From an optimization exercise on the open Yosys and OpenROAD flow, aimed at small area, a short achievable clock period and few clock cycles; shortcuts taken in it are not production practice.
No functional check of the RTL was part of any run shown here.

==> flow/design.v, too long to show whole: its modules and the start of the top module <==
// module qgk: 588 lines
// module qgk_lanes: 26 lines
// module qgk_rqstep: 28 lines
// module qgk_smlad: 318 lines
// module qgk_add18: 55 lines
// module qgk_add32: 97 lines
// module qgk_add36: 107 lines
module qgk (
    input  wire        clk,
    input  wire        rst,
    input  wire        reg_wr,
    input  wire [6:0]  reg_addr,
    input  wire [31:0] reg_wdata,
    output reg  [31:0] reg_rdata,
    output wire        busy,
    output reg         mem_req,
    output reg         mem_we,
    output reg  [31:0] mem_addr,
    output reg  [3:0]  mem_be,
    output reg  [31:0] mem_wdata,
    input  wire        mem_ready,
    input  wire [31:0] mem_rdata
);
  // ...
==> flow/run.sh <==
#!/bin/bash
# synth_recipe.tcl (not shown) runs the flow's synth.tcl, then flattens the netlist and writes it again
# the make line also repeats each setting of config.mk as NAME=value (left out here)
make -C /OpenROAD-flow-scripts/flow DESIGN_CONFIG=/design/flow/config.mk WORK_HOME=/design/flow/orfs CLKGATE_MAP_FILE= SYNTH_SCRIPT=/design/flow/synth_recipe.tcl finish
==> flow/config.mk <==
export PLATFORM = sky130hd
export DESIGN_NAME = qgk
export DESIGN_NICKNAME = qgk
export VERILOG_FILES = /design/flow/design.v
export SDC_FILE = /design/flow/constraint.sdc
export NUM_CORES = 8
export LEC_CHECK = 0
export CAP_MARGIN = 20
export CORE_MARGIN = 2
export CORE_UTILIZATION = 40
export SETUP_SLACK_MARGIN = 5
export SLEW_MARGIN = 20
==> flow/constraint.sdc <==
create_clock -name core_clock -period 16.0 [get_ports {clk}]
set_input_delay 3.2000 -clock core_clock [delete_from_list [all_inputs] [get_ports {clk}]]
set_output_delay 3.2000 -clock core_clock [all_outputs]
set_load 0.01 [all_outputs]
==> impl_metrics.tcl, run 1 <==
set metrics [dict create \
    status "no timing/DRC/antenna violations" \
    place_area_um2 93500 \
    drt_iter0_markers 11100 \
    tightest_slew_ps 1220 \
    finalCritPeriodShare_pct 83.3 \
    ctsHtreeMaxLevel 4 \
    wl_met3_um 42600 \
    clock-sinks 1257 \
    drt_first_pass_iters 10 \
    grt_usage_pct 32.9 \
    min_path_type "reg -> reg" \
    min_to "acc1[13]" \
    gp_congestion 1.02 \
    worstSetupPathDepth 67 \
    yosysWarnings 3 \
    cap_viol_max_count 0 \
    crit_type "reg -> reg" \
    r2r_end "ba[31]" \
    multi_input_area_um2 48900 \
    grt_pass1_vias 70400 \
    use_met3_pct 7.87 \
    ant_nets 0 \
    clockBufferDepth 3 \
    n_all_buffers 545 \
    drive_above_1_share_pct 11.2 \
    num_rows 172 \
    r2r_slack_ps 2680 \
    synth-async-reset-ratio_pct 0 \
    cpMostUsedCell "ha_4" \
    crit_path_start "wa[0]" \
    yosys.area.top_type "edfxtp_1" \
    inverters 515 \
    synth-edff-count 1025 \
    min_path_cells 1 \
]
==> module qgk, before the edit <==
module qgk (
    input  wire        clk,
    input  wire        rst,
    input  wire        reg_wr,
    input  wire [6:0]  reg_addr,
    input  wire [31:0] reg_wdata,
    output reg  [31:0] reg_rdata,
    output wire        busy,
    output reg         mem_req,
    output reg         mem_we,
    output reg  [31:0] mem_addr,
    output reg  [3:0]  mem_be,
    output reg  [31:0] mem_wdata,
    input  wire        mem_ready,
    input  wire [31:0] mem_rdata
);
    reg [31:0] cmd_r;
    reg        st_done, st_err;
    reg [2:0]  st_cause;
    reg [31:0] wptr, aptr, bptr, mptr, sptr, zptr, optr;
    reg [15:0] nch, klen;
    reg [7:0]  zw, zout, zin;
    reg [31:0] src, dst, len;
    reg [2:0]  pbit;
    reg [31:0] rqsum, rqmul;
    reg [7:0]  rqshift, rqres;
    reg [31:0] acc0, acc1, acc2, acc3;
    localparam S_IDLE = 5'd0,
               S_Z0   = 5'd1,    
               S_Z1   = 5'd2,
               S_BA   = 5'd3,    
               S_BB   = 5'd4,
               S_WA   = 5'd5,    
               S_WB   = 5'd6,
               S_X1   = 5'd7,    
               S_X2   = 5'd8,
               S_GW   = 5'd9,    
               S_OW   = 5'd10,   
               S_MA   = 5'd11,   
               S_MB   = 5'd12,
               S_S0   = 5'd13,
               S_S1   = 5'd14,
               S_TW   = 5'd15,   
               S_OP   = 5'd16,   
               S_U_RD = 5'd17,   
               S_U_WR = 5'd18,   
               S_P_OR = 5'd19,   
               S_P_RD = 5'd20,   
               S_P_WR = 5'd21,   
               S_C_RD = 5'd22,   
               S_C_WR = 5'd23,   
               S_RQ   = 5'd24;   
    reg [4:0] state;
    assign busy = (state != S_IDLE);
    reg [1:0]  wa, wo;
    reg        zpc;
    reg        conv;         
    reg [31:0] pw;           
    reg [15:0] ch;           
    reg [14:0] aw;           
    reg [15:0] co;           
    reg [1:0]  owk;          
    reg        fin;          
    reg [31:0] ba;           
    reg [31:0] wra, wrb;     
    reg [7:0]  za, zb;
    reg [31:0] ma, mb;
    reg [7:0]  sa, sb;
    reg [15:0] b1, b2;       
    reg [35:0] la_r;         
    reg [31:0] xr;           
    reg [17:0] x3lo, x3hi;   
    reg        xv, xc;       
    reg        bias_a, bias_b;
    reg [31:0] wacc0, wacc1, wacc2, wacc3;
    wire [7:0] wa_mask = (wa == 2'd1) ? 8'h03 : (wa == 2'd2) ? 8'h0F : 8'hFF;
    wire [2:0] hmax = (wa == 2'd1) ? 3'd7 : (wa == 2'd2) ? 3'd3 : 3'd1;
    wire [16:0] row_bytes = (wa == 2'd1) ? {3'd0, klen[15:2]} :
                            (wa == 2'd2) ? {2'd0, klen[15:1]} : {1'b0, klen};
    wire [16:0] col_bytes = (wo == 2'd1) ? {3'd0, nch[15:2]} :
                            (wo == 2'd2) ? {2'd0, nch[15:1]} : {1'b0, nch};
    wire [3:0] d_op  = reg_wdata[3:0];
    wire [1:0] d_wa  = reg_wdata[5:4];
    wire [1:0] d_wo  = reg_wdata[7:6];
    wire       d_zpc = reg_wdata[8];
    wire d_hi_zero = (reg_wdata[31:9] == 23'd0);
    wire d_req  = d_hi_zero && d_op == 4'd4 && d_wa == 2'd0 && d_wo != 2'd0 && !d_zpc;
    wire d_gemm = d_hi_zero && d_op == 4'd5 && d_wa != 2'd0 && d_wo != 2'd0;
    wire d_cdc  = d_hi_zero && (d_op == 4'd1 || d_op == 4'd2 || d_op == 4'd3) &&
                  d_wa != 2'd0 && d_wo == 2'd0 && !d_zpc;
    wire [3:0] d_umask = (d_wa == 2'd1) ? 4'hF : (d_wa == 2'd2) ? 4'h7 : 4'h3;
    wire [1:0] d_nmask = (d_wo == 2'd1) ? 2'h3 : 2'h1;
    wire d_dims_ok  = ((nch[1:0] & d_nmask) == 2'd0) && ((klen[3:0] & d_umask) == 4'd0);
    wire d_align_ok = (wptr[1:0] == 2'd0) && (aptr[1:0] == 2'd0) &&
                      (bptr[1:0] == 2'd0) && (mptr[1:0] == 2'd0);
    wire d_pbit_ok  = (d_wa == 2'd1) ? !pbit[0] : (d_wa == 2'd2) ? (pbit[1:0] == 2'd0) : (pbit == 3'd0);
    wire d_grp = (d_wa == 2'd1) ? (len[31:4] != 28'd0) :
                 (d_wa == 2'd2) ? (len[31:3] != 29'd0) : (len[31:2] != 30'd0);
    reg [4:0] d_st;
    reg [2:0] d_cause;
    always @(*) begin
        d_st    = S_IDLE;
        d_cause = 3'd0;
        if (!(d_req || d_gemm || d_cdc))
            d_cause = 3'd1;
        else if (d_req)
            d_st = S_RQ;
        else if (d_op == 4'd5) begin
            if (!d_dims_ok)
                d_cause = 3'd2;
            else if (!d_align_ok)
                d_cause = 3'd3;
            else if (nch != 16'd0)
                d_st = d_zpc ? S_Z0 : S_BA;
        end else if (d_op == 4'd1) begin
            if (dst[0])
                d_cause = 3'd3;
            else if (len != 32'd0)
                d_st = S_U_RD;
        end else if (d_op == 4'd2) begin
            if (!d_pbit_ok)
                d_cause = 3'd4;
            else if (src[0])
                d_cause = 3'd3;
            else if (len != 32'd0)
                d_st = S_P_RD;
        end else begin
            if (src[1:0] != 2'd0 || dst[1:0] != 2'd0)
                d_cause = 3'd3;
            else if (d_grp)
                d_st = S_C_RD;
            else if (len != 32'd0)
                d_st = S_U_RD;
        end
    end
    wire cmd_wr = reg_wr && (state == S_IDLE) && (reg_addr[6:2] == 5'h00);
    always @(*) begin
        case (state)
            S_Z0, S_Z1, S_BA, S_BB, S_WA, S_WB, S_X1, S_X2, S_OW,
            S_MA, S_MB, S_S0, S_S1, S_U_RD, S_U_WR, S_P_OR, S_P_RD, S_P_WR,
            S_C_RD, S_C_WR:
                mem_req = 1'b1;
            default:
                mem_req = 1'b0;
        endcase
    end
    wire ack = mem_req && mem_ready;
    wire [7:0]  rd_byte = mem_rdata[{ba[1:0], 3'b000} +: 8];
    wire [7:0]  rd_next = mem_rdata[{ba[1:0] + 2'd1, 3'b000} +: 8];
    wire [2:0]  gj       = (wa == 2'd1) ? aw[2:0] : (wa == 2'd2) ? {1'b0, aw[1:0]} : {2'b0, aw[0]};
    wire [2:0]  cj       = (wa == 2'd1) ? pw[3:1] : (wa == 2'd2) ? {1'b0, pw[2:1]} : {2'b0, pw[1]};
    wire        last_j   = (gj == hmax);
    wire        last_aw  = ({aw, 1'b0} + 16'd2 == klen);         
    wire        last_grp = ({aw, 1'b0} + {12'd0, hmax, 1'b0} + 16'd2 == klen);
    wire        last_ch  = (ch + 16'd2 == nch);
    wire        k_zero   = (klen == 16'd0);
    wire        ow_need  = (wo != 2'd1) || !ch[1];
    wire        o_half   = (wo == 2'd3) && !owk[1] && (ba[1:0] != 2'd3);
    wire        ow_cend  = (wo != 2'd3) || o_half || owk[1];
    wire        b_cross  = (ba[1:0] == 2'd3);
    wire [2:0]  e_bit  = (wa == 2'd1) ? {pw[1:0], 1'b0} : (wa == 2'd2) ? {pw[0], 2'b0} : 3'd0;
    wire [3:0]  p_bsum = {1'b0, e_bit} + {1'b0, pbit};
    reg  [31:0] pw_op;
    always @(*) begin
        case (state)
            S_WB:    pw_op = last_grp ? {17'd0, row_bytes[16:2]} : 32'd0;
            S_C_WR:  pw_op = 32'd1;
            default: pw_op = 32'd0;
        endcase
    end
    wire [31:0] pw_nx;
    wire        pw_co;
    qgk_add32 u_pwadd (.a(pw), .b(pw_op), .cin(1'b1), .s(pw_nx), .cout(pw_co));
    wire [31:0] len_cmp = (state != S_C_WR) ? len :
                          (wa == 2'd1) ? {len[31:4], 4'd0} : (wa == 2'd2) ? {len[31:3], 3'd0} : {len[31:2], 2'd0};
    wire        pw_end  = (pw_nx == len_cmp);
    wire        c_tail  = (wa == 2'd1) ? (len[3:0] != 4'd0) : (wa == 2'd2) ? (len[2:0] != 3'd0) : (len[1:0] != 2'd0);
    wire        rq_idle;
    reg [4:0]  st_n;
    reg [31:0] pw_n;
    reg [15:0] ch_n, co_n;
    reg [14:0] aw_n;
    reg [1:0]  owk_n;
    always @(*) begin
        st_n  = state;
        pw_n  = pw;
        ch_n  = ch;
        co_n  = co;
        aw_n  = aw;
        owk_n = owk;
        case (state)
            S_IDLE: if (cmd_wr) begin
                st_n = d_st;
                pw_n = 32'd0;
                ch_n = 16'd0;
                co_n = 16'd0;
            end
            S_Z0:   if (ack) st_n = b_cross ? S_Z1 : S_BA;
            S_Z1:   if (ack) st_n = S_BA;
            S_BA:   if (ack) st_n = S_BB;
            S_BB:   if (ack) begin
                aw_n  = 15'd0;
                owk_n = 2'd0;
                st_n  = !k_zero ? S_WA : (ch == 16'd0) ? S_MA : !rq_idle ? S_GW : ow_need ? S_OW : S_MA;
            end
            S_WA:   if (ack) st_n = S_WB;
            S_WB:   if (ack) begin pw_n = pw_nx; st_n = S_X1; end
            S_X1:   if (ack) st_n = S_X2;
            S_X2:   if (ack) begin
                aw_n = aw + 15'd1;
                if (!last_aw)
                    st_n = last_j ? S_WA : S_X1;
                else
                    st_n = (ch == 16'd0) ? S_MA : !rq_idle ? S_GW : ow_need ? S_OW : S_MA;
            end
            S_GW:   if (rq_idle) st_n = ow_need ? S_OW : S_MA;
            S_OW:   if (ack) begin
                if (!ow_cend)
                    owk_n = 2'b10 | owk;
                else begin
                    owk_n = {1'b0, ~owk[0]};
                    if (owk[0]) begin
                        co_n = co + ((wo == 2'd3) ? 16'd2 : 16'd1);
                        st_n = fin ? S_OP : S_MA;
                    end
                end
            end
            S_OP:   st_n = S_IDLE;
            S_MA:   if (ack) st_n = S_MB;
            S_MB:   if (ack) st_n = S_S0;
            S_S0, S_S1: if (ack) begin
                if (state == S_S0 && b_cross)
                    st_n = S_S1;
                else if (last_ch)
                    st_n = S_TW;
                else begin
                    ch_n = ch + 16'd2;
                    st_n = zpc ? S_Z0 : S_BA;
                end
            end
            S_TW:   begin
                owk_n = 2'd0;
                if (rq_idle) st_n = S_OW;
            end
            S_U_RD: if (ack) st_n = S_U_WR;
            S_U_WR: if (ack) begin pw_n = pw_nx; st_n = pw_end ? S_IDLE : S_U_RD; end
            S_P_RD: if (ack) st_n = (p_bsum[2:0] != 3'd0) ? S_P_OR : S_P_WR;
            S_P_OR: if (ack) st_n = S_P_WR;
            S_P_WR: if (ack) begin pw_n = pw_nx; st_n = pw_end ? S_IDLE : S_P_RD; end
            S_C_RD: if (ack) st_n = S_C_WR;
            S_C_WR: if (ack) begin
                pw_n = pw_nx;
                if (cj == hmax)
                    st_n = !pw_end ? S_C_RD : c_tail ? S_U_RD : S_IDLE;
            end
            S_RQ:   if (rq_idle) st_n = S_IDLE;
            default: st_n = S_IDLE;
        endcase
    end
    wire [2:0]  n_ebit  = (wa == 2'd1) ? {pw_n[1:0], 1'b0} : (wa == 2'd2) ? {pw_n[0], 2'b0} : 3'd0;
    wire [31:0] n_eboff = (wa == 2'd1) ? {2'd0, pw_n[31:2]} : (wa == 2'd2) ? {1'b0, pw_n[31:1]} : pw_n;
    wire [3:0]  n_pbsum = {1'b0, n_ebit} + {1'b0, pbit};
    reg [31:0] a_base, a_off1;
    reg [16:0] a_off2;
    reg        a_cin;
    always @(*) begin
        a_base = src;
        a_off1 = 32'd0;
        a_off2 = 17'd0;
        a_cin  = 1'b0;
        case (st_n)
            S_Z0:   begin a_base = zptr; a_off1 = {16'd0, ch_n}; end
            S_Z1:   begin a_base = zptr; a_off1 = {16'd0, ch_n[15:1], 1'b1}; end
            S_BA:   begin a_base = bptr; a_off1 = {14'd0, ch_n, 2'b00}; end
            S_BB:   begin a_base = bptr; a_off1 = {14'd0, ch_n[15:1], 1'b1, 2'b00}; end
            S_WA:   begin a_base = wptr; a_off1 = {pw_n[29:0], 2'b00}; end
            S_WB:   begin a_base = wptr; a_off1 = {pw_n[29:0], 2'b00}; a_off2 = row_bytes; end
            S_X1:   begin a_base = aptr; a_off1 = {15'd0, aw_n, 2'b00}; end
            S_X2:   begin a_base = aptr; a_off1 = {15'd0, aw_n, 2'b00}; a_off2 = {klen, 1'b0}; end
            S_OW:   begin a_base = optr; a_off1 = {16'd0, co_n}; if (owk_n[0]) a_off2 = col_bytes; a_cin = owk_n[1]; end
            S_OP:   begin a_base = optr; a_off1 = {15'd0, col_bytes}; a_off2 = col_bytes; end
            S_MA:   begin a_base = mptr; a_off1 = {14'd0, ch_n, 2'b00}; end
            S_MB:   begin a_base = mptr; a_off1 = {14'd0, ch_n[15:1], 1'b1, 2'b00}; end
            S_S0:   begin a_base = sptr; a_off1 = {16'd0, ch_n}; end
            S_S1:   begin a_base = sptr; a_off1 = {16'd0, ch_n[15:1], 1'b1}; end
            S_U_RD, S_C_RD:
                    begin a_base = src; a_off1 = n_eboff; end
            S_U_WR, S_C_WR, S_P_RD:
                    begin a_base = (st_n == S_P_RD) ? src : dst; a_off1 = {pw_n[30:0], 1'b0}; end
            S_P_OR, S_P_WR:
                    begin a_base = dst; a_off1 = n_eboff; a_cin = n_pbsum[3]; end
            default: ;
        endcase
    end
    wire [31:0] a_o2  = {15'd0, a_off2};
    wire [31:0] a_ps  = a_base ^ a_off1 ^ a_o2;
    wire [31:0] a_pc  = (a_base & a_off1) | (a_base & a_o2) | (a_off1 & a_o2);
    wire [31:0] na;
    wire        na_co;
    qgk_add32 u_aadd (.a(a_ps), .b({a_pc[30:0], a_cin}), .cin(1'b0), .s(na), .cout(na_co));
    wire        gemm_mode = (state <= S_OP);
    wire [17:0] lane_a, lane_b;
    qgk_lanes u_lane_a (.x(wra), .j(gemm_mode ? gj : cj), .code(wa), .z(gemm_mode ? za : zin), .l(lane_a));
    qgk_lanes u_lane_b (.x(wrb), .j(gj), .code(wa), .z(zb), .l(lane_b));
    wire [31:0] cv_word = {{7{lane_a[17]}}, lane_a[17:9], {7{lane_a[8]}}, lane_a[8:0]};
    wire [31:0] e_boff  = (wa == 2'd1) ? {2'd0, pw[31:2]} : (wa == 2'd2) ? {1'b0, pw[31:1]} : pw;
    wire [1:0]  u_lane  = src[1:0] + e_boff[1:0];
    wire [7:0]  u_byte  = wra[{u_lane, 3'b000} +: 8];
    wire [7:0]  u_fld   = (u_byte >> e_bit) & wa_mask;
    wire [15:0] u_half  = {8'd0, u_fld} - {8'd0, (conv ? zin : 8'd0)};
    wire [15:0] p_half  = (src[1] ^ pw[0]) ? wra[31:16] : wra[15:0];
    wire [7:0]  p_sat   = p_half[15] ? 8'd0 : (p_half > {8'd0, wa_mask}) ? wa_mask : p_half[7:0];
    wire [7:0]  p_old   = wrb[{ba[1:0], 3'b000} +: 8];
    wire [7:0]  p_byte  = ((p_bsum[2:0] != 3'd0) ? p_old : 8'd0) | (p_sat << p_bsum[2:0]);
    wire [15:0] o_fld   = owk[0] ? b2 : b1;
    wire [7:0]  o_byte  = (wo != 2'd3) ? o_fld[15:8] : owk[1] ? o_fld[15:8] : o_fld[7:0];
    always @(*) begin
        mem_addr  = {ba[31:2], 2'b00};
        mem_we    = 1'b0;
        mem_be    = 4'd0;
        mem_wdata = 32'd0;
        case (state)
            S_U_WR: begin
                mem_we    = 1'b1;
                mem_be    = ba[1] ? 4'b1100 : 4'b0011;
                mem_wdata = {2{u_half}};
            end
            S_C_WR: begin
                mem_we    = 1'b1;
                mem_be    = 4'b1111;
                mem_wdata = cv_word;
            end
            S_P_WR: begin
                mem_we    = 1'b1;
                mem_be    = 4'b0001 << ba[1:0];
                mem_wdata = {4{p_byte}};
            end
            S_OW: begin
                mem_we    = 1'b1;
                if (o_half) begin
                    mem_be    = 4'b0011 << ba[1:0];
                    mem_wdata = (ba[1:0] == 2'd0) ? {16'd0, o_fld} :
                                (ba[1:0] == 2'd1) ? {8'd0, o_fld, 8'd0} : {o_fld, 16'd0};
                end else begin
                    mem_be    = 4'b0001 << ba[1:0];
                    mem_wdata = {4{o_byte}};
                end
            end
            default: ;
        endcase
    end
    always @(*) begin
        case (reg_addr[6:2])
            5'h00:   reg_rdata = cmd_r;
            5'h01:   reg_rdata = {24'd0, 1'b0, st_cause, 2'b00, st_err, st_done};
            5'h02:   reg_rdata = wptr;
            5'h03:   reg_rdata = aptr;
            5'h04:   reg_rdata = bptr;
            5'h05:   reg_rdata = mptr;
            5'h06:   reg_rdata = sptr;
            5'h07:   reg_rdata = zptr;
            5'h08:   reg_rdata = optr;
            5'h09:   reg_rdata = {klen, nch};
            5'h0A:   reg_rdata = {8'd0, zin, zout, zw};
            5'h0B:   reg_rdata = src;
            5'h0C:   reg_rdata = dst;
            5'h0D:   reg_rdata = len;
            5'h0E:   reg_rdata = {29'd0, pbit};
            5'h0F:   reg_rdata = rqsum;
            5'h10:   reg_rdata = rqmul;
            5'h11:   reg_rdata = {24'd0, rqshift};
            5'h12:   reg_rdata = {24'd0, rqres};
            5'h14:   reg_rdata = acc0;
            5'h15:   reg_rdata = acc1;
            5'h16:   reg_rdata = acc2;
            5'h17:   reg_rdata = acc3;
            default: reg_rdata = 32'd0;
        endcase
    end
    wire [17:0] x3lo_n, x3hi_n;
    wire        x3c0, x3c1;
    qgk_add18 u_x3lo (.a({{2{mem_rdata[15]}}, mem_rdata[15:0]}), .b({mem_rdata[15], mem_rdata[15:0], 1'b0}),
                      .cin(1'b0), .s(x3lo_n), .cout(x3c0));
    qgk_add18 u_x3hi (.a({{2{mem_rdata[31]}}, mem_rdata[31:16]}), .b({mem_rdata[31], mem_rdata[31:16], 1'b0}),
                      .cin(1'b0), .s(x3hi_n), .cout(x3c1));
    wire [31:0] mac_a, mac_b;
    qgk_smlad u_mac_a (.a0(la_r[8:0]),   .a1(la_r[17:9]),  .x0(xr[15:0]), .x1(xr[31:16]),
                       .t0(x3lo), .t1(x3hi), .acc(bias_a ? xr : xc ? wacc1 : wacc0), .q(mac_a));
    qgk_smlad u_mac_b (.a0(la_r[26:18]), .a1(la_r[35:27]), .x0(xr[15:0]), .x1(xr[31:16]),
                       .t0(x3lo), .t1(x3hi), .acc(bias_b ? xr : xc ? wacc3 : wacc2), .q(mac_b));
    always @(posedge clk) begin
        xr   <= mem_rdata;
        x3lo <= x3lo_n;
        x3hi <= x3hi_n;
        la_r <= (state == S_BA || state == S_BB) ? 36'd0 : {lane_b, lane_a};
        if (bias_a || (xv && !xc)) wacc0 <= mac_a;
        if (bias_a || (xv &&  xc)) wacc1 <= mac_a;
        if (bias_b || (xv && !xc)) wacc2 <= mac_b;
        if (bias_b || (xv &&  xc)) wacc3 <= mac_b;
    end
    localparam R_IDLE = 2'd0, R_LOAD = 2'd1, R_PSH = 2'd2, R_MUL = 2'd3;
    reg [1:0]  rq_ph;
    reg [31:0] rq_pre;
    reg        rq_pb;
    reg [31:0] rq_a;
    reg [4:0]  rq_cnt;
    reg        rq_ovf;
    reg [1:0]  rq_k;
    reg        rq_req;
    reg        rq_fin;       
    reg        rq_fodd;      
    reg        rq_freq;      
    reg [1:0]  rq_rem;
    reg        rq_start, rq_start_req;
    wire [31:0] r_sum = rq_req ? rqsum : (rq_k == 2'd0) ? acc0 : (rq_k == 2'd1) ? acc1 :
                                         (rq_k == 2'd2) ? acc2 : acc3;
    wire [31:0] r_m   = rq_req ? rqmul : rq_k[1] ? mb : ma;
    wire [7:0]  r_s   = rq_req ? rqshift : rq_k[1] ? sb : sa;
    wire        r_psh = r_s[7];                          
    wire [4:0]  r_n1c = (r_s[7:5] == 3'b111) ? ~r_s[4:0] : 5'd31;    
    wire [4:0]  r_n2  = r_s[7] ? 5'd0 : (r_s[6:5] != 2'b00) ? 5'd31 : r_s[4:0];
    wire [3:0]  r_steps = 4'd7 + {1'b0, r_n2[4:2]};
    wire        r_load = (rq_ph == R_LOAD);
    wire [3:0]  r_dig = r_load ? r_sum[3:0] : rq_pre[3:0];
    wire        r_dpb = r_load ? 1'b0 : rq_pb;
    wire [31:0] r_ain = r_load ? 32'd0 : rq_a;
    wire [35:0] r_acc;
    qgk_rqstep u_rqstep (.a(r_ain), .m(r_m), .d0({r_dig[1:0], r_dpb}), .d1(r_dig[3:1]), .s(r_acc));
    wire [10:0] f_lo  = rq_a[10:0] >> rq_rem;
    wire        f_neg = rq_a[31];
    wire [2:0]  f_hm  = (rq_rem == 2'd0) ? 3'b111 : (rq_rem == 2'd1) ? 3'b110 :
                        (rq_rem == 2'd2) ? 3'b100 : 3'b000;
    wire        f_h0  = (rq_a[31:11] == 21'd0) && ((rq_a[10:8] & f_hm) == 3'd0);
    wire        f_h1  = (rq_a[31:11] == {21{1'b1}}) && ((rq_a[10:8] & f_hm) == f_hm);
    wire [8:0]  f_sum = {1'b0, f_lo[7:0]} + {1'b0, zout};
    wire [7:0]  r_max = (wo == 2'd1) ? 8'd3 : (wo == 2'd2) ? 8'd15 : 8'd255;
    wire [7:0]  f_min = (f_sum[7:0] > r_max) ? r_max : f_sum[7:0];
    wire [7:0]  r_q   = f_h0 ? ((f_sum > {1'b0, r_max}) ? r_max : f_sum[7:0]) :
                        f_h1 ? (f_sum[8] ? f_min : 8'd0) :
                        f_neg ? 8'd0 : r_max;
    always @(posedge clk) begin
        rq_fin <= 1'b0;
        if (rst) begin
            rq_ph <= R_IDLE;
        end else begin
            case (rq_ph)
                R_IDLE: begin
                    rq_k   <= 2'd0;
                    rq_req <= rq_start_req;
                    if (rq_start || rq_start_req)
                        rq_ph <= R_LOAD;
                end
                R_LOAD: begin
                    rq_rem <= r_n2[1:0];
                    if (!r_psh) begin
                        rq_a     <= r_acc[35:4];
                        rq_pre   <= {{4{r_sum[31]}}, r_sum[31:4]};
                        rq_pb    <= r_sum[3];
                        rq_cnt   <= {1'b0, r_steps} - 5'd1;
                        rq_ph    <= R_MUL;
                    end else begin
                        rq_a     <= 32'd0;
                        rq_pre   <= r_sum;
                        rq_ovf   <= 1'b0;
                        rq_cnt   <= r_n1c;
                        rq_ph    <= R_PSH;
                    end
                end
                R_PSH: begin
                    rq_ovf <= rq_ovf | (rq_pre[31] ^ rq_pre[30]);
                    rq_pre <= {rq_pre[30:0], 1'b0};
                    rq_cnt <= rq_cnt - 5'd1;
                    if (rq_cnt == 5'd0) begin
                        if (rq_ovf || (rq_pre[31] ^ rq_pre[30]))
                            rq_pre <= r_sum[31] ? 32'h8000_0000 : 32'h7FFF_FFFF;
                        rq_pb  <= 1'b0;
                        rq_cnt <= {1'b0, r_steps};
                        rq_ph  <= R_MUL;
                    end
                end
                R_MUL: begin
                    rq_a   <= r_acc[35:4];
                    rq_pre <= {{4{rq_pre[31]}}, rq_pre[31:4]};
                    rq_pb  <= rq_pre[3];
                    rq_cnt <= rq_cnt - 5'd1;
                    if (rq_cnt == 5'd0) begin
                        rq_fin  <= 1'b1;
                        rq_fodd <= rq_k[0];
                        rq_freq <= rq_req;
                        rq_k    <= rq_k + 2'd1;
                        rq_ph   <= (rq_req || rq_k == 2'd3) ? R_IDLE : R_LOAD;
                    end
                end
            endcase
        end
    end
    always @(posedge clk) begin
        if (rq_fin && !rq_freq) begin
            if (!rq_fodd)
                b1 <= (wo == 2'd1) ? {r_q[1:0], b1[15:2]} : (wo == 2'd2) ? {r_q[3:0], b1[15:4]} : {r_q, b1[15:8]};
            else
                b2 <= (wo == 2'd1) ? {r_q[1:0], b2[15:2]} : (wo == 2'd2) ? {r_q[3:0], b2[15:4]} : {r_q, b2[15:8]};
        end
    end
    assign rq_idle = (rq_ph == R_IDLE) && !rq_start && !rq_start_req && !rq_fin;
    wire        h_wr = reg_wr && (state == S_IDLE);
    wire [31:0] dz   = reg_wdata & {32{~rst}};
    wire [4:0]  ha   = reg_addr[6:2];
    wire        snap = ack && (state == S_S1 || (state == S_S0 && !b_cross));
    always @(posedge clk) begin
        if (rst || (h_wr && ha == 5'h00)) cmd_r   <= dz;
        if (rst || (h_wr && ha == 5'h02)) wptr    <= dz;
        if (rst || (h_wr && ha == 5'h03)) aptr    <= dz;
        if (rst || (h_wr && ha == 5'h04)) bptr    <= dz;
        if (rst || (h_wr && ha == 5'h05)) mptr    <= dz;
        if (rst || (h_wr && ha == 5'h06)) sptr    <= dz;
        if (rst || (h_wr && ha == 5'h07)) zptr    <= dz;
        if (rst || (h_wr && ha == 5'h08) || state == S_OP)
            optr <= (state == S_OP && !rst) ? ba : dz;
        if (rst || (h_wr && ha == 5'h09)) begin nch <= dz[15:0]; klen <= dz[31:16]; end
        if (rst || (h_wr && ha == 5'h0A)) begin zw <= dz[7:0]; zout <= dz[15:8]; zin <= dz[23:16]; end
        if (rst || (h_wr && ha == 5'h0B)) src     <= dz;
        if (rst || (h_wr && ha == 5'h0C)) dst     <= dz;
        if (rst || (h_wr && ha == 5'h0D)) len     <= dz;
        if (rst || (h_wr && ha == 5'h0E)) pbit    <= dz[2:0];
        if (rst || (h_wr && ha == 5'h0F)) rqsum   <= dz;
        if (rst || (h_wr && ha == 5'h10)) rqmul   <= dz;
        if (rst || (h_wr && ha == 5'h11)) rqshift <= dz[7:0];
        if (rst || (rq_fin && rq_freq)) rqres <= r_q & {8{~rst}};
        if (rst || snap) begin
            acc0 <= wacc0 & {32{~rst}};
            acc1 <= wacc1 & {32{~rst}};
            acc2 <= wacc2 & {32{~rst}};
            acc3 <= wacc3 & {32{~rst}};
        end
    end
    always @(posedge clk) begin
        rq_start     <= 1'b0;
        rq_start_req <= 1'b0;
        xv           <= 1'b0;
        bias_a       <= 1'b0;
        bias_b       <= 1'b0;
        state <= rst ? S_IDLE : st_n;
        ba    <= na;
        pw    <= pw_n;
        ch    <= ch_n;
        co    <= co_n;
        aw    <= aw_n;
        owk   <= owk_n;
        if (rst) begin
            st_done  <= 1'b0;
            st_err   <= 1'b0;
            st_cause <= 3'd0;
        end else begin
            if (cmd_wr) begin
                wa    <= d_wa;
                wo    <= d_wo;
                zpc   <= d_zpc;
                conv  <= (d_op == 4'd3);
                za    <= zw;
                zb    <= zw;
                st_done  <= 1'b1;
                st_err   <= (d_cause != 3'd0);
                st_cause <= d_cause;
                rq_start_req <= d_req;
            end
            case (state)
                S_Z0: if (ack) begin za <= rd_byte; zb <= rd_next; end
                S_Z1: if (ack) zb <= rd_byte;
                S_BA: if (ack) bias_a <= 1'b1;
                S_BB: if (ack) begin bias_b <= 1'b1; fin <= 1'b0; end
                S_WA: if (ack) wra <= mem_rdata;
                S_WB: if (ack) wrb <= mem_rdata;
                S_X1: if (ack) begin xv <= 1'b1; xc <= 1'b0; end
                S_X2: if (ack) begin xv <= 1'b1; xc <= 1'b1; end
                S_MA: if (ack) ma <= mem_rdata;
                S_MB: if (ack) mb <= mem_rdata;
                S_S0: if (ack) begin sa <= rd_byte; sb <= rd_next; end
                S_S1: if (ack) sb <= rd_byte;
                S_TW: fin <= 1'b1;
                S_U_RD, S_P_RD, S_C_RD: if (ack) wra <= mem_rdata;
                S_P_OR: if (ack) wrb <= mem_rdata;
                default: ;
            endcase
            if (snap) rq_start <= 1'b1;
        end
    end
endmodule
==> run 2: changes to the inputs <==
--- a/flow/design.v
+++ b/flow/design.v
@@ -152,6 +152,5 @@
     wire        last_j   = (gj == hmax);
-    wire        last_aw  = ({aw, 1'b0} + 16'd2 == klen);         
     wire        last_grp = ({aw, 1'b0} + {12'd0, hmax, 1'b0} + 16'd2 == klen);
-    wire        last_ch  = (ch + 16'd2 == nch);
     wire        k_zero   = (klen == 16'd0);
+    wire        ch_zero  = (ch == 16'd0);
     wire        ow_need  = (wo != 2'd1) || !ch[1];
@@ -160,4 +159,13 @@
     wire        b_cross  = (ba[1:0] == 2'd3);
+    wire [31:0] e_boff = (wa == 2'd1) ? {2'd0, pw[31:2]} : (wa == 2'd2) ? {1'b0, pw[31:1]} : pw;
     wire [2:0]  e_bit  = (wa == 2'd1) ? {pw[1:0], 1'b0} : (wa == 2'd2) ? {pw[0], 2'b0} : 3'd0;
     wire [3:0]  p_bsum = {1'b0, e_bit} + {1'b0, pbit};
+    wire        e_nbyte = (wa == 2'd3) || (wa == 2'd2 && pw[0]) || (wa == 2'd1 && pw[1:0] == 2'b11);
+    reg         f_last_aw;   
+    reg         f_last_ch;   
+    reg         f_pw_end;    
+    reg         f_c_last;    
+    wire [29:0] c_grp_pw  = (wa == 2'd1) ? {2'd0, pw[31:4]} : (wa == 2'd2) ? {1'b0, pw[31:3]} : pw[31:2];
+    wire [29:0] c_grp_len = (wa == 2'd1) ? {2'd0, len[31:4]} : (wa == 2'd2) ? {1'b0, len[31:3]} : len[31:2];
+    wire        c_tail    = (wa == 2'd1) ? (len[3:0] != 4'd0) : (wa == 2'd2) ? (len[2:0] != 3'd0) : (len[1:0] != 2'd0);
     reg  [31:0] pw_op;
@@ -173,26 +181,15 @@
     qgk_add32 u_pwadd (.a(pw), .b(pw_op), .cin(1'b1), .s(pw_nx), .cout(pw_co));
-    wire [31:0] len_cmp = (state != S_C_WR) ? len :
-                          (wa == 2'd1) ? {len[31:4], 4'd0} : (wa == 2'd2) ? {len[31:3], 3'd0} : {len[31:2], 2'd0};
-    wire        pw_end  = (pw_nx == len_cmp);
-    wire        c_tail  = (wa == 2'd1) ? (len[3:0] != 4'd0) : (wa == 2'd2) ? (len[2:0] != 3'd0) : (len[1:0] != 2'd0);
+    always @(posedge clk) begin
+        f_last_aw <= ({aw, 1'b0} + 16'd2 == klen);
+        f_last_ch <= (ch + 16'd2 == nch);
+        f_pw_end  <= (pw_nx == len);
+        f_c_last  <= (c_grp_pw + 30'd1 == c_grp_len);
+    end
     wire        rq_idle;
+    wire [4:0]  s_gap = ch_zero ? S_MA : !rq_idle ? S_GW : ow_need ? S_OW : S_MA;
     reg [4:0]  st_n;
-    reg [31:0] pw_n;
-    reg [15:0] ch_n, co_n;
-    reg [14:0] aw_n;
-    reg [1:0]  owk_n;
     always @(*) begin
-        st_n  = state;
-        pw_n  = pw;
-        ch_n  = ch;
-        co_n  = co;
-        aw_n  = aw;
-        owk_n = owk;
+        st_n = state;
         case (state)
-            S_IDLE: if (cmd_wr) begin
-                st_n = d_st;
-                pw_n = 32'd0;
-                ch_n = 16'd0;
-                co_n = 16'd0;
-            end
+            S_IDLE: if (cmd_wr) st_n = d_st;
             S_Z0:   if (ack) st_n = b_cross ? S_Z1 : S_BA;
@@ -200,29 +197,9 @@
             S_BA:   if (ack) st_n = S_BB;
-            S_BB:   if (ack) begin
-                aw_n  = 15'd0;
-                owk_n = 2'd0;
-                st_n  = !k_zero ? S_WA : (ch == 16'd0) ? S_MA : !rq_idle ? S_GW : ow_need ? S_OW : S_MA;
-            end
+            S_BB:   if (ack) st_n = !k_zero ? S_WA : s_gap;
             S_WA:   if (ack) st_n = S_WB;
-            S_WB:   if (ack) begin pw_n = pw_nx; st_n = S_X1; end
+            S_WB:   if (ack) st_n = S_X1;
             S_X1:   if (ack) st_n = S_X2;
-            S_X2:   if (ack) begin
-                aw_n = aw + 15'd1;
-                if (!last_aw)
-                    st_n = last_j ? S_WA : S_X1;
-                else
-                    st_n = (ch == 16'd0) ? S_MA : !rq_idle ? S_GW : ow_need ? S_OW : S_MA;
-            end
+            S_X2:   if (ack) st_n = !f_last_aw ? (last_j ? S_WA : S_X1) : s_gap;
             S_GW:   if (rq_idle) st_n = ow_need ? S_OW : S_MA;
-            S_OW:   if (ack) begin
-                if (!ow_cend)
-                    owk_n = 2'b10 | owk;
-                else begin
-                    owk_n = {1'b0, ~owk[0]};
-                    if (owk[0]) begin
-                        co_n = co + ((wo == 2'd3) ? 16'd2 : 16'd1);
-                        st_n = fin ? S_OP : S_MA;
-                    end
-                end
-            end
+            S_OW:   if (ack && ow_cend && owk[0]) st_n = fin ? S_OP : S_MA;
             S_OP:   st_n = S_IDLE;
@@ -230,27 +207,12 @@
             S_MB:   if (ack) st_n = S_S0;
-            S_S0, S_S1: if (ack) begin
-                if (state == S_S0 && b_cross)
-                    st_n = S_S1;
-                else if (last_ch)
-                    st_n = S_TW;
-                else begin
-                    ch_n = ch + 16'd2;
-                    st_n = zpc ? S_Z0 : S_BA;
-                end
-            end
-            S_TW:   begin
-                owk_n = 2'd0;
-                if (rq_idle) st_n = S_OW;
-            end
+            S_S0, S_S1: if (ack) st_n = (state == S_S0 && b_cross) ? S_S1 :
+                                        f_last_ch ? S_TW : zpc ? S_Z0 : S_BA;
+            S_TW:   if (rq_idle) st_n = S_OW;
             S_U_RD: if (ack) st_n = S_U_WR;
-            S_U_WR: if (ack) begin pw_n = pw_nx; st_n = pw_end ? S_IDLE : S_U_RD; end
+            S_U_WR: if (ack) st_n = f_pw_end ? S_IDLE : S_U_RD;
             S_P_RD: if (ack) st_n = (p_bsum[2:0] != 3'd0) ? S_P_OR : S_P_WR;
             S_P_OR: if (ack) st_n = S_P_WR;
-            S_P_WR: if (ack) begin pw_n = pw_nx; st_n = pw_end ? S_IDLE : S_P_RD; end
+            S_P_WR: if (ack) st_n = f_pw_end ? S_IDLE : S_P_RD;
             S_C_RD: if (ack) st_n = S_C_WR;
-            S_C_WR: if (ack) begin
-                pw_n = pw_nx;
-                if (cj == hmax)
-                    st_n = !pw_end ? S_C_RD : c_tail ? S_U_RD : S_IDLE;
-            end
+            S_C_WR: if (ack && cj == hmax) st_n = !f_c_last ? S_C_RD : c_tail ? S_U_RD : S_IDLE;
             S_RQ:   if (rq_idle) st_n = S_IDLE;
@@ -259,5 +221,26 @@
     end
-    wire [2:0]  n_ebit  = (wa == 2'd1) ? {pw_n[1:0], 1'b0} : (wa == 2'd2) ? {pw_n[0], 2'b0} : 3'd0;
-    wire [31:0] n_eboff = (wa == 2'd1) ? {2'd0, pw_n[31:2]} : (wa == 2'd2) ? {1'b0, pw_n[31:1]} : pw_n;
-    wire [3:0]  n_pbsum = {1'b0, n_ebit} + {1'b0, pbit};
+    always @(posedge clk) begin
+        if (cmd_wr) begin
+            pw <= 32'd0;
+            ch <= 16'd0;
+            co <= 16'd0;
+        end
+        if (ack && (state == S_WB || state == S_U_WR || state == S_P_WR || state == S_C_WR))
+            pw <= pw_nx;
+        if (ack && (state == S_S1 || (state == S_S0 && !b_cross)) && !f_last_ch)
+            ch <= ch + 16'd2;
+        if (ack && state == S_BB)
+            aw <= 15'd0;
+        if (ack && state == S_X2)
+            aw <= aw + 15'd1;
+        if ((ack && state == S_BB) || state == S_TW)
+            owk <= 2'd0;
+        if (ack && state == S_OW) begin
+            owk <= !ow_cend ? (2'b10 | owk) : {1'b0, ~owk[0]};
+            if (ow_cend && owk[0])
+                co <= co + ((wo == 2'd3) ? 16'd2 : 16'd1);
+        end
+    end
+    wire [1:0]  owk_n = (state == S_OW) ? (!ow_cend ? (2'b10 | owk) : {1'b0, ~owk[0]}) : 2'b00;
+    wire        from_s  = (state == S_S0 || state == S_S1);
     reg [31:0] a_base, a_off1;
@@ -271,24 +254,39 @@
         case (st_n)
-            S_Z0:   begin a_base = zptr; a_off1 = {16'd0, ch_n}; end
-            S_Z1:   begin a_base = zptr; a_off1 = {16'd0, ch_n[15:1], 1'b1}; end
-            S_BA:   begin a_base = bptr; a_off1 = {14'd0, ch_n, 2'b00}; end
-            S_BB:   begin a_base = bptr; a_off1 = {14'd0, ch_n[15:1], 1'b1, 2'b00}; end
-            S_WA:   begin a_base = wptr; a_off1 = {pw_n[29:0], 2'b00}; end
-            S_WB:   begin a_base = wptr; a_off1 = {pw_n[29:0], 2'b00}; a_off2 = row_bytes; end
-            S_X1:   begin a_base = aptr; a_off1 = {15'd0, aw_n, 2'b00}; end
-            S_X2:   begin a_base = aptr; a_off1 = {15'd0, aw_n, 2'b00}; a_off2 = {klen, 1'b0}; end
-            S_OW:   begin a_base = optr; a_off1 = {16'd0, co_n}; if (owk_n[0]) a_off2 = col_bytes; a_cin = owk_n[1]; end
+            S_Z0:   begin a_base = zptr; a_off1 = {16'd0, ch}; if (from_s) a_off2 = 17'd2; end
+            S_Z1:   begin a_base = zptr; a_off1 = {16'd0, ch[15:1], 1'b1}; end
+            S_BA:   begin a_base = bptr; a_off1 = {14'd0, ch, 2'b00}; if (from_s) a_off2 = 17'd8; end
+            S_BB:   begin a_base = bptr; a_off1 = {14'd0, ch[15:1], 1'b1, 2'b00}; end
+            S_WA:   begin a_base = wptr; a_off1 = {pw[29:0], 2'b00}; end
+            S_WB:   begin a_base = wptr; a_off1 = {pw[29:0], 2'b00}; a_off2 = row_bytes; end
+            S_X1:   begin a_base = aptr; a_off1 = {15'd0, aw, 2'b00}; if (state == S_X2) a_off2 = 17'd4; end
+            S_X2:   begin a_base = aptr; a_off1 = {15'd0, aw, 2'b00}; a_off2 = {klen, 1'b0}; end
+            S_OW:   begin a_base = optr; a_off1 = {16'd0, co}; if (owk_n[0]) a_off2 = col_bytes; a_cin = owk_n[1]; end
             S_OP:   begin a_base = optr; a_off1 = {15'd0, col_bytes}; a_off2 = col_bytes; end
-            S_MA:   begin a_base = mptr; a_off1 = {14'd0, ch_n, 2'b00}; end
-            S_MB:   begin a_base = mptr; a_off1 = {14'd0, ch_n[15:1], 1'b1, 2'b00}; end
-            S_S0:   begin a_base = sptr; a_off1 = {16'd0, ch_n}; end
-            S_S1:   begin a_base = sptr; a_off1 = {16'd0, ch_n[15:1], 1'b1}; end
-            S_U_RD, S_C_RD:
-                    begin a_base = src; a_off1 = n_eboff; end
-            S_U_WR, S_C_WR, S_P_RD:
-                    begin a_base = (st_n == S_P_RD) ? src : dst; a_off1 = {pw_n[30:0], 1'b0}; end
+            S_MA:   begin a_base = mptr; a_off1 = {14'd0, ch, 2'b00}; end
+            S_MB:   begin a_base = mptr; a_off1 = {14'd0, ch[15:1], 1'b1, 2'b00}; end
+            S_S0:   begin a_base = sptr; a_off1 = {16'd0, ch}; end
+            S_S1:   begin a_base = sptr; a_off1 = {16'd0, ch[15:1], 1'b1}; end
+            S_U_RD, S_C_RD: begin
+                a_base = src;
+                a_off1 = e_boff;
+                if (state == S_U_WR)
+                    a_cin = e_nbyte;
+                else if (state == S_C_WR)
+                    a_off2 = (wa == 2'd3) ? 17'd2 : 17'd1;
+            end
+            S_U_WR, S_C_WR: begin
+                a_base = dst;
+                a_off1 = {pw[30:0], 1'b0};
+                if (state == S_C_WR) a_off2 = 17'd4;
+            end
+            S_P_RD: begin a_base = src; a_off1 = {pw[30:0], 1'b0}; if (state == S_P_WR) a_off2 = 17'd2; end
             S_P_OR, S_P_WR:
-                    begin a_base = dst; a_off1 = n_eboff; a_cin = n_pbsum[3]; end
+                    begin a_base = dst; a_off1 = e_boff; a_cin = p_bsum[3]; end
             default: ;
         endcase
+        if (state == S_IDLE) begin
+            a_off1 = 32'd0;
+            a_off2 = 17'd0;
+            a_cin  = 1'b0;
+        end
     end
@@ -305,3 +303,2 @@
     wire [31:0] cv_word = {{7{lane_a[17]}}, lane_a[17:9], {7{lane_a[8]}}, lane_a[8:0]};
-    wire [31:0] e_boff  = (wa == 2'd1) ? {2'd0, pw[31:2]} : (wa == 2'd2) ? {1'b0, pw[31:1]} : pw;
     wire [1:0]  u_lane  = src[1:0] + e_boff[1:0];
@@ -543,8 +540,3 @@
         state <= rst ? S_IDLE : st_n;
-        ba    <= na;
-        pw    <= pw_n;
-        ch    <= ch_n;
-        co    <= co_n;
-        aw    <= aw_n;
-        owk   <= owk_n;
+        if (!(mem_req && !mem_ready)) ba <= na;
         if (rst) begin
==> run 2 against run 1 <==
Compared with the run above:
- routed wire length is 2.7% higher
- setup slack better by 2400 ps
- still clean
- utilization decreased by 0.62 points
- cell area up 1.1%
- hold slack improved by 20 ps
- register-to-register slack better by 2700 ps
- clock skew down 21 ps
==> impl_metrics.tcl, run 2 <==
set metrics [dict create \
    slew_headroom_pct 16.3 \
    cp_data_arrival_time_ps 11490 \
    grt_pass1_vias 71500 \
    worst-path-buf-inv 4 \
    layout.cells.most_common "edfxtp_1" \
    status "no timing/DRC/antenna violations" \
    clockBufferDepth 3 \
    finalCritPeriodShare_pct 68.3 \
    ys_ff_latch 1260 \
    clock-sinks 1260 \
    fp.dieH_um 479 \
    critPathMaxFanout 26 \
    gp_congestion 0.992 \
    cpMostUsedCell "a21oi_1" \
    numPortBuffers 173 \
    synth-edff-count 1121 \
    cts_tree "done" \
    drc 0 \
    clk_pin_slew_ps 60 \
    rsz0062_at_grt "yes" \
    hpwlAfterDp_um 289000 \
    grt_usage_pct 32.8 \
    tightest_slew_ps 1250 \
    required_ps 16560 \
    cap_viol_max_count 0 \
    drt_first_pass_iters 10 \
    ctsHtreeMaxLevel 4 \
    startpoint_type "input pin" \
    synthesis.area_um2 90400 \
    critPathMaxStageDelay_ps 570 \
    netlist_instances 8982 \
    final_nets 9595 \
    crit_type "in -> reg" \
    slew_viol_final 0 \
    gr-total-overflow 0 \
    reg2reg_from "wa[1]" \
    max_freq_ghz 0.0915 \
    synth_area_leaders "edfxtp_1 (37%), fa_1 (6.4%), ha_1 (4.9%)" \
    cts_hold_buf 0 \
    top_register "la_r" \
    crit_slowest_cell "a21oi_1" \
    yosysSeqAreaShare_pct 40.3 \
    setup_ws_ps 5070 \
    mostFrequentLayoutCells "edfxtp_1 (1121), nand2_1 (699), nor2_1 (589)" \
    avgViaCountPerCell 6.41 \
    num_rows 174 \
    drt_iter0_markers 11300 \
    pre_cts_ws_ps 2540 \
    yosysWarnings 3 \
    yosys_most_used_dff "edfxtp_1" \
    antenna_found_initial 26 \
    timing.setup.tns_ps 0 \
    syn2layout_area_growth_pct 11.7 \
    synth_cell_types 107 \
    synth_most_common_cell "edfxtp_1" \
    yosys.area.top_type "edfxtp_1" \
    avgSynthCellArea_um2 10.1 \
    synth_top_area_share_pct 37.2 \
    finalSetupViolations 0 \
    synth-async-reset-ratio_pct 0 \
    ant_nets 0 \
    period_needed_ps 10930 \
    die_w_um 479 \
    largest_register_ffs 36 \
    numCtsBuffers 146 \
    vias 76900 \
    hold_viol 0 \
    min_path_type "reg -> reg" \
    start_util_pct 40.2 \
    grt_pass1_wl_um 542000 \
    path_delay_family "compound AO/OA/AOI/OAI gates" \
    finalClockSkew_ps 76.5 \
    holdCritStartpoint "st_cause[0]" \
    drive_above_1_share_pct 9.04 \
    crit_path_start "reg_wdata[9]" \
    core_area_um2 225000 \
    cts_root_buffer "clkbuf_16" \
    routedWlPerCell_um 32.5 \
    clk_latency_ps 850 \
    wirelength_um 391000 \
    end_kind "flip-flop" \
    fill_cells 21100 \
    synth_common_cells "edfxtp_1 (1121), nand2_1 (703), nor2_1 (621)" \
    num_io_pins 178 \
    r2r_slack_ps 5380 \
    dieArea_um2 230000 \
    grt_start_max_net_pins 161 \
]
==> run 2: final timing paths <==
path,cells after the start,end
max,31,ba[31]
min,2,st_cause[0]
max reg2reg,38,ba[31]
min reg2reg,2,st_cause[0]
==> run 2: per-layer routing <==
layer | GRT usage (%) | vias up | routed length, um
met5 | 0 | - | 102
met4 | 15.1 | 14 | 22700
met3 | 9.26 | 816 | 46900
li1 | - | 32900 | -
met1 | 44.0 | 38100 | 154000
met2 | 48.9 | 5045 | 166000
==> run 2: kinds of logic (layout without fill, tap and decap cells) <==
| kind of cell | after synthesis | count (layout) | share of synthesized area [%] |
|---|---|---|---|
| compound gates | 2478 | 2479 | 18.6 |
| simple gates | 2295 | 2295 | 12.1 |
| flops | 1260 | 1260 | 40.3 |
| buf+inv | 1228 | 1245 | 5.41 |
| fa+ha+maj | 651 | 651 | 11.4 |
| mux | 541 | 541 | 7.04 |
| xor+xnor | 528 | 528 | 5.14 |
| other cells | 1 | 18 | 0.00415 |
==> run 2: area by class of cell <==
class                      instances  area [um^2]  area share [%]
multi-input combinational       6496        49600            49.1
sequential                      1260        36500            36.1
timing repair buffer             457         4150            4.11
clock buffer                     179         3830            3.79
tap                             2992         3740            3.71
inverter                         518         1940            1.93
clock inverter                    91         1210            1.20
antenna                           16         40.0          0.0396
==> run 2: worst register-to-register path: cells and delay by family (launching register included) <==
| family | cells | cell delay [ps] |
|---|---|---|
| AOI/OAI and AO/OA | 15 | 3330 |
| adders and majority gates | 6 | 2790 |
| buffers and inverters | 7 | 1540 |
| and+or+nand+nor | 8 | 1660 |
| DFF | 1 | 450 |
| xor gates and xnor gates | 2 | 640 |
==> run 2: timing repair <==
| item | 4_1_cts | 5_1_grt |
|---|---|---|
| buffers inserted | 10 | 5 |
| resized for setup | 49 | 32 |
| pin swaps | 4 | 9 |
| endpoints found under the setup margin | 16 | 19 |
| cloned | 1 | 5 |
==> run 2: metrics by stage <==
| stage | instances | util [%] | hold slack (ps) | area [um^2] |
|---|---|---|---|---|
| CTS | 12000 | 44.7 | 489 | 101000 |
| global placement | 11700 | 42.3 | 481 | 95200 |
| finish | 12000 | 44.9 | 508 | 101000 |
| detailed placement | 11700 | 42.4 | 472 | 95200 |
| global route | 12000 | 44.9 | 526 | 101000 |
| floorplan | 8983 | - | 416 | 90400 |
==> run 3: changes to the inputs <==
--- a/flow/design.v
+++ b/flow/design.v
@@ -152,5 +152,8 @@
     wire        last_j   = (gj == hmax);
-    wire        last_grp = ({aw, 1'b0} + {12'd0, hmax, 1'b0} + 16'd2 == klen);
-    wire        k_zero   = (klen == 16'd0);
-    wire        ch_zero  = (ch == 16'd0);
+    reg         f_last_grp;  
+    reg         f_k_zero;    
+    reg         f_ch_zero;   
+    reg         f_p_or;      
+    reg         f_p_cy;      
+    reg         f_c_tail;    
     wire        ow_need  = (wo != 2'd1) || !ch[1];
@@ -162,2 +165,5 @@
     wire [3:0]  p_bsum = {1'b0, e_bit} + {1'b0, pbit};
+    wire [1:0]  pw_lo_n  = (state == S_IDLE) ? 2'd0 : (state == S_P_WR && ack) ? pw[1:0] + 2'd1 : pw[1:0];
+    wire [2:0]  e_bit_n  = (wa == 2'd1) ? {pw_lo_n, 1'b0} : (wa == 2'd2) ? {pw_lo_n[0], 2'b0} : 3'd0;
+    wire [3:0]  p_bsum_n = {1'b0, e_bit_n} + {1'b0, pbit};
     wire        e_nbyte = (wa == 2'd3) || (wa == 2'd2 && pw[0]) || (wa == 2'd1 && pw[1:0] == 2'b11);
@@ -170,2 +176,3 @@
     wire        c_tail    = (wa == 2'd1) ? (len[3:0] != 4'd0) : (wa == 2'd2) ? (len[2:0] != 3'd0) : (len[1:0] != 2'd0);
+    wire        last_grp  = ({aw, 1'b0} + {12'd0, hmax, 1'b0} + 16'd2 == klen);
     reg  [31:0] pw_op;
@@ -173,3 +180,3 @@
         case (state)
-            S_WB:    pw_op = last_grp ? {17'd0, row_bytes[16:2]} : 32'd0;
+            S_WB:    pw_op = f_last_grp ? {17'd0, row_bytes[16:2]} : 32'd0;
             S_C_WR:  pw_op = 32'd1;
@@ -186,37 +193,45 @@
         f_c_last  <= (c_grp_pw + 30'd1 == c_grp_len);
+        f_last_grp <= last_grp;
+        f_k_zero  <= (klen == 16'd0);
+        f_ch_zero <= (ch == 16'd0);
+        f_p_or    <= (p_bsum_n[2:0] != 3'd0);
+        f_p_cy    <= p_bsum_n[3];
+        f_c_tail  <= c_tail;
     end
     wire        rq_idle;
-    wire [4:0]  s_gap = ch_zero ? S_MA : !rq_idle ? S_GW : ow_need ? S_OW : S_MA;
-    reg [4:0]  st_n;
+    wire [4:0]  s_gap = f_ch_zero ? S_MA : !rq_idle ? S_GW : ow_need ? S_OW : S_MA;
+    reg [4:0]  st_adv;
     always @(*) begin
-        st_n = state;
+        st_adv = state;
         case (state)
-            S_IDLE: if (cmd_wr) st_n = d_st;
-            S_Z0:   if (ack) st_n = b_cross ? S_Z1 : S_BA;
-            S_Z1:   if (ack) st_n = S_BA;
-            S_BA:   if (ack) st_n = S_BB;
-            S_BB:   if (ack) st_n = !k_zero ? S_WA : s_gap;
-            S_WA:   if (ack) st_n = S_WB;
-            S_WB:   if (ack) st_n = S_X1;
-            S_X1:   if (ack) st_n = S_X2;
-            S_X2:   if (ack) st_n = !f_last_aw ? (last_j ? S_WA : S_X1) : s_gap;
-            S_GW:   if (rq_idle) st_n = ow_need ? S_OW : S_MA;
-            S_OW:   if (ack && ow_cend && owk[0]) st_n = fin ? S_OP : S_MA;
-            S_OP:   st_n = S_IDLE;
-            S_MA:   if (ack) st_n = S_MB;
-            S_MB:   if (ack) st_n = S_S0;
-            S_S0, S_S1: if (ack) st_n = (state == S_S0 && b_cross) ? S_S1 :
+            S_IDLE: st_adv = S_IDLE;
+            S_Z0:   st_adv = b_cross ? S_Z1 : S_BA;
+            S_Z1:   st_adv = S_BA;
+            S_BA:   st_adv = S_BB;
+            S_BB:   st_adv = !f_k_zero ? S_WA : s_gap;
+            S_WA:   st_adv = S_WB;
+            S_WB:   st_adv = S_X1;
+            S_X1:   st_adv = S_X2;
+            S_X2:   st_adv = !f_last_aw ? (last_j ? S_WA : S_X1) : s_gap;
+            S_GW:   if (rq_idle) st_adv = ow_need ? S_OW : S_MA;
+            S_OW:   if (ow_cend && owk[0]) st_adv = fin ? S_OP : S_MA;
+            S_OP:   st_adv = S_IDLE;
+            S_MA:   st_adv = S_MB;
+            S_MB:   st_adv = S_S0;
+            S_S0, S_S1: st_adv = (state == S_S0 && b_cross) ? S_S1 :
                                         f_last_ch ? S_TW : zpc ? S_Z0 : S_BA;
-            S_TW:   if (rq_idle) st_n = S_OW;
-            S_U_RD: if (ack) st_n = S_U_WR;
-            S_U_WR: if (ack) st_n = f_pw_end ? S_IDLE : S_U_RD;
-            S_P_RD: if (ack) st_n = (p_bsum[2:0] != 3'd0) ? S_P_OR : S_P_WR;
-            S_P_OR: if (ack) st_n = S_P_WR;
-            S_P_WR: if (ack) st_n = f_pw_end ? S_IDLE : S_P_RD;
-            S_C_RD: if (ack) st_n = S_C_WR;
-            S_C_WR: if (ack && cj == hmax) st_n = !f_c_last ? S_C_RD : c_tail ? S_U_RD : S_IDLE;
-            S_RQ:   if (rq_idle) st_n = S_IDLE;
-            default: st_n = S_IDLE;
+            S_TW:   if (rq_idle) st_adv = S_OW;
+            S_U_RD: st_adv = S_U_WR;
+            S_U_WR: st_adv = f_pw_end ? S_IDLE : S_U_RD;
+            S_P_RD: st_adv = f_p_or ? S_P_OR : S_P_WR;
+            S_P_OR: st_adv = S_P_WR;
+            S_P_WR: st_adv = f_pw_end ? S_IDLE : S_P_RD;
+            S_C_RD: st_adv = S_C_WR;
+            S_C_WR: if (cj == hmax) st_adv = !f_c_last ? S_C_RD : f_c_tail ? S_U_RD : S_IDLE;
+            S_RQ:   if (rq_idle) st_adv = S_IDLE;
+            default: st_adv = S_IDLE;
         endcase
     end
+    wire [4:0] st_n = (state == S_IDLE) ? (cmd_wr ? d_st : S_IDLE) :
+                      (mem_req && !mem_ready) ? state : st_adv;
     always @(posedge clk) begin
@@ -253,3 +268,3 @@
         a_cin  = 1'b0;
-        case (st_n)
+        case (st_adv)
             S_Z0:   begin a_base = zptr; a_off1 = {16'd0, ch}; if (from_s) a_off2 = 17'd2; end
@@ -283,10 +298,5 @@
             S_P_OR, S_P_WR:
-                    begin a_base = dst; a_off1 = e_boff; a_cin = p_bsum[3]; end
+                    begin a_base = dst; a_off1 = e_boff; a_cin = f_p_cy; end
             default: ;
         endcase
-        if (state == S_IDLE) begin
-            a_off1 = 32'd0;
-            a_off2 = 17'd0;
-            a_cin  = 1'b0;
-        end
     end
@@ -310,3 +320,3 @@
     wire [7:0]  p_old   = wrb[{ba[1:0], 3'b000} +: 8];
-    wire [7:0]  p_byte  = ((p_bsum[2:0] != 3'd0) ? p_old : 8'd0) | (p_sat << p_bsum[2:0]);
+    wire [7:0]  p_byte  = (f_p_or ? p_old : 8'd0) | (p_sat << p_bsum[2:0]);
     wire [15:0] o_fld   = owk[0] ? b2 : b1;
@@ -540,3 +550,6 @@
         state <= rst ? S_IDLE : st_n;
-        if (!(mem_req && !mem_ready)) ba <= na;
+        if (state == S_IDLE)
+            ba <= (reg_wdata[3:0] == 4'd5) ? (reg_wdata[8] ? zptr : bptr) : src;
+        else if (!(mem_req && !mem_ready))
+            ba <= na;
         if (rst) begin
==> run 3 against run 2 <==
Compared with the run above:
- still clean on timing, DRC and antenna
- via count rose by 0.49%
- cell count rose by 0.68%
- setup slack improved by 100 ps
- fmax increased by 0.97%
- count of clock-buffer cells in the layout increased by 6
- clock skew is 21 ps lower
- critical path depth increased by 6
- hold slack lost 20 ps
- routed wire length fell by 2.7%
- critical endpoint unchanged
- largest cell class unchanged
==> impl_metrics.tcl, run 3 <==
set metrics [dict create \
    status "no timing/DRC/antenna violations" \
    finalSetupViolations 0 \
    clock-sinks 1266 \
    gp_congestion 0.990 \
    synth-async-reset-ratio_pct 0 \
    final_nets 9668 \
    cp_data_arrival_time_ps 11360 \
    die_w_um 481 \
    rsz0062_at_grt "yes" \
    end_kind "flip-flop" \
    hold_viol 0 \
    drc 0 \
    synth_simple_gate_area_share_pct 12.2 \
    slew_headroom_pct 20.5 \
    timing.setup.tns_ps 0 \
    place_inst 11800 \
    layout.cells.most_common "edfxtp_1" \
    grt_start_max_net_pins 85 \
    drt_iter0_markers 11600 \
    synth-edff-count 1121 \
    cpMostUsedCell "a21oi_1" \
    hpwlAfterDp_um 285000 \
    cap_viol_max_count 0 \
    grt_usage_pct 32.0 \
    yosys.area_share.adder_pct 11.7 \
    avgViaCountPerCell 6.39 \
    ant_nets 0 \
    synth_top_area_share_pct 36.9 \
    wirelength_um 380000 \
    num_io_pins 178 \
    synth_top_family_by_area "compound AO/OA/AOI/OAI gates" \
    numCtsBuffers 143 \
    min_path_cells 0 \
    grt_pass1_vias 72400 \
    synth_area_leaders "edfxtp_1 (37%), fa_1 (6.3%), ha_1 (4.9%)" \
    r2r_cells 37 \
    synth_cell_types 91 \
    yosysSeqAreaShare_pct 40.1 \
    synth_mux_area_share_pct 7.35 \
    finalCritPeriodShare_pct 67.6 \
    top_register "la_r" \
    crit_slowest_cell "or4_4" \
    yosys.area.top_type "edfxtp_1" \
    clk_latency_ps 860 \
    ctsHtreeMaxLevel 4 \
    synthesis.area_um2 91200 \
    cts_tree "done" \
    tightest_slew_ps 1190 \
    synth_common_cells "edfxtp_1 (1121), nand2_1 (751), nor2_1 (672)" \
    crit_type "reg -> reg" \
    critPathMaxStageDelay_ps 730 \
    required_ps 16540 \
    cts_root_buffer "clkbuf_16" \
    gr-total-overflow 0 \
    drt_first_pass_iters 10 \
    start_util_pct 40.1 \
    largest_register_ffs 36 \
    min_path_type "reg -> reg" \
    place_area_um2 95800 \
    syn2layout_area_growth_pct 10.7 \
    max_freq_ghz 0.0924 \
    netlist_instances 9119 \
    design_area_um2 101000 \
    clk_pin_slew_ps 60 \
    ys_ff_latch 1266 \
    synthXorXnorAreaFrac_pct 5.11 \
    drive_above_1_share_pct 8.24 \
    stdcell_count 12100 \
    core_area_um2 227000 \
    fp.dieH_um 481 \
    numPortBuffers 173 \
    vias 77300 \
    finalClockSkew_ps 55.5 \
    yosys_most_used_dff "edfxtp_1" \
    synth_compound_area_share_pct 18.4 \
    critPathMaxFanout 48 \
    period_needed_ps 10820 \
    slew_viol_final 0 \
    avgSynthCellArea_um2 10.0 \
    clockBufferDepth 3 \
    yosysWarnings 3 \
    num_rows 175 \
    synth_most_common_cell "edfxtp_1" \
    routedWlPerCell_um 31.4 \
    antenna_found_initial 30 \
    dieArea_um2 232000 \
    startpoint_type "flip-flop" \
    mostFrequentLayoutCells "edfxtp_1 (1121), nand2_1 (748), nor2_1 (643)" \
    grt_pass1_wl_um 536000 \
]
run 3: final timing paths:
check	startpoint	slack (ps)	end
hold reg to reg	rq_start_req	490	rq_req
setup / recovery	ba[0]	5180	ba[31]
setup reg to reg	ba[0]	5180	ba[31]
hold / removal	rq_start_req	490	rq_req
run 3: layout make-up:
cell class                      instances  area [um^2]
Fill cell                           21400       126000
Inverter                              487         1830
Timing Repair Buffer                  409         3510
Multi-Input combinational cell       6642        50300
Clock inverter                         76          986
Antenna cell                           17         42.5
Clock buffer                          185         3890
Sequential cell                      1266        36600
Tap cell                             3009         3760
run 3: worst max-delay path, delay by kind of cell, from the launching register on:
kind | cells | cell delay, ps
buffers and inverters | 6 | 1480
AOI/OAI and AO/OA | 15 | 4190
xor gates and xnor gates | 3 | 430
DFF | 1 | 340
adders and majority gates | 6 | 2120
and+or+nand+nor | 7 | 1910
run 3: kinds of logic after synthesis:
kind of cell	after synthesis
AO/OA/AOI/OAI	2478
XOR/XNOR	532
adder cells (fa/ha/maj)	686
buffers and inverters	1214
flip-flops	1266
multiplexers	571
other	1
AND/OR/NAND/NOR	2371
run 3: stage by stage:
stage / hold slack, ps / worst slack [ps] / utilization [%]
after floorplan: 416 / 5420 / -
after global placement: 456 / 3290 / 42.2
after detailed placement: 454 / 3260 / 42.2
after CTS: 477 / 4860 / 44.4
after global routing: 506 / 4830 / 44.4
final: 488 / 5180 / 44.4
run 3: per-layer routing:
metal,vias to the layer above,GRT usage (%),part of all wire [%]
met5,-,0,0.018
met4,12,17.5,6.7
met3,886,8.01,12
met2,5025,47.3,42
met1,38200,42.8,39
li1,33200,-,-
run 3: what timing repair did:
action | in CTS | in global routing
resized for setup | 9 | 8
setup endpoints to repair | 24 | 19
hold buffers | 0 | 0
pin swaps | 1 | 1
buffers inserted | 0 | 5
gates cloned | 2 | 0

[port drivers added, routing unchanged]
In the flow no input, the clock included, has a driving cell. The finished layouts below were timed again as built, in two steps.
Step 1, drivers: a clkbuf_16 drives clk and a buf_2 each remaining input, both assumed.
Step 2 moves the port delays by t, midway between the first and last clock arrival at a register: inputs arrive t later, outputs are due t later. That takes back most of the time a late clock gives input paths.
Three values: ideal ports, drivers, drivers and shift; two values: the first two.
run	shift t [ns]	setup WS [ns]	latest minus earliest clock arrival (ns)
run 1	0.928	2.675 / 2.675 / 2.675	0.098 / 0.098
run 2	0.908	5.075 / 5.115 / 4.206	0.078 / 0.077
run 3	0.929	5.180 / 5.160 / 5.180	0.059 / 0.059
After both steps setup and hold are still met in every run listed. The setup slack of run 2, which loses most, moves by +0.040 ns with the drivers and by -0.869 ns with both steps.
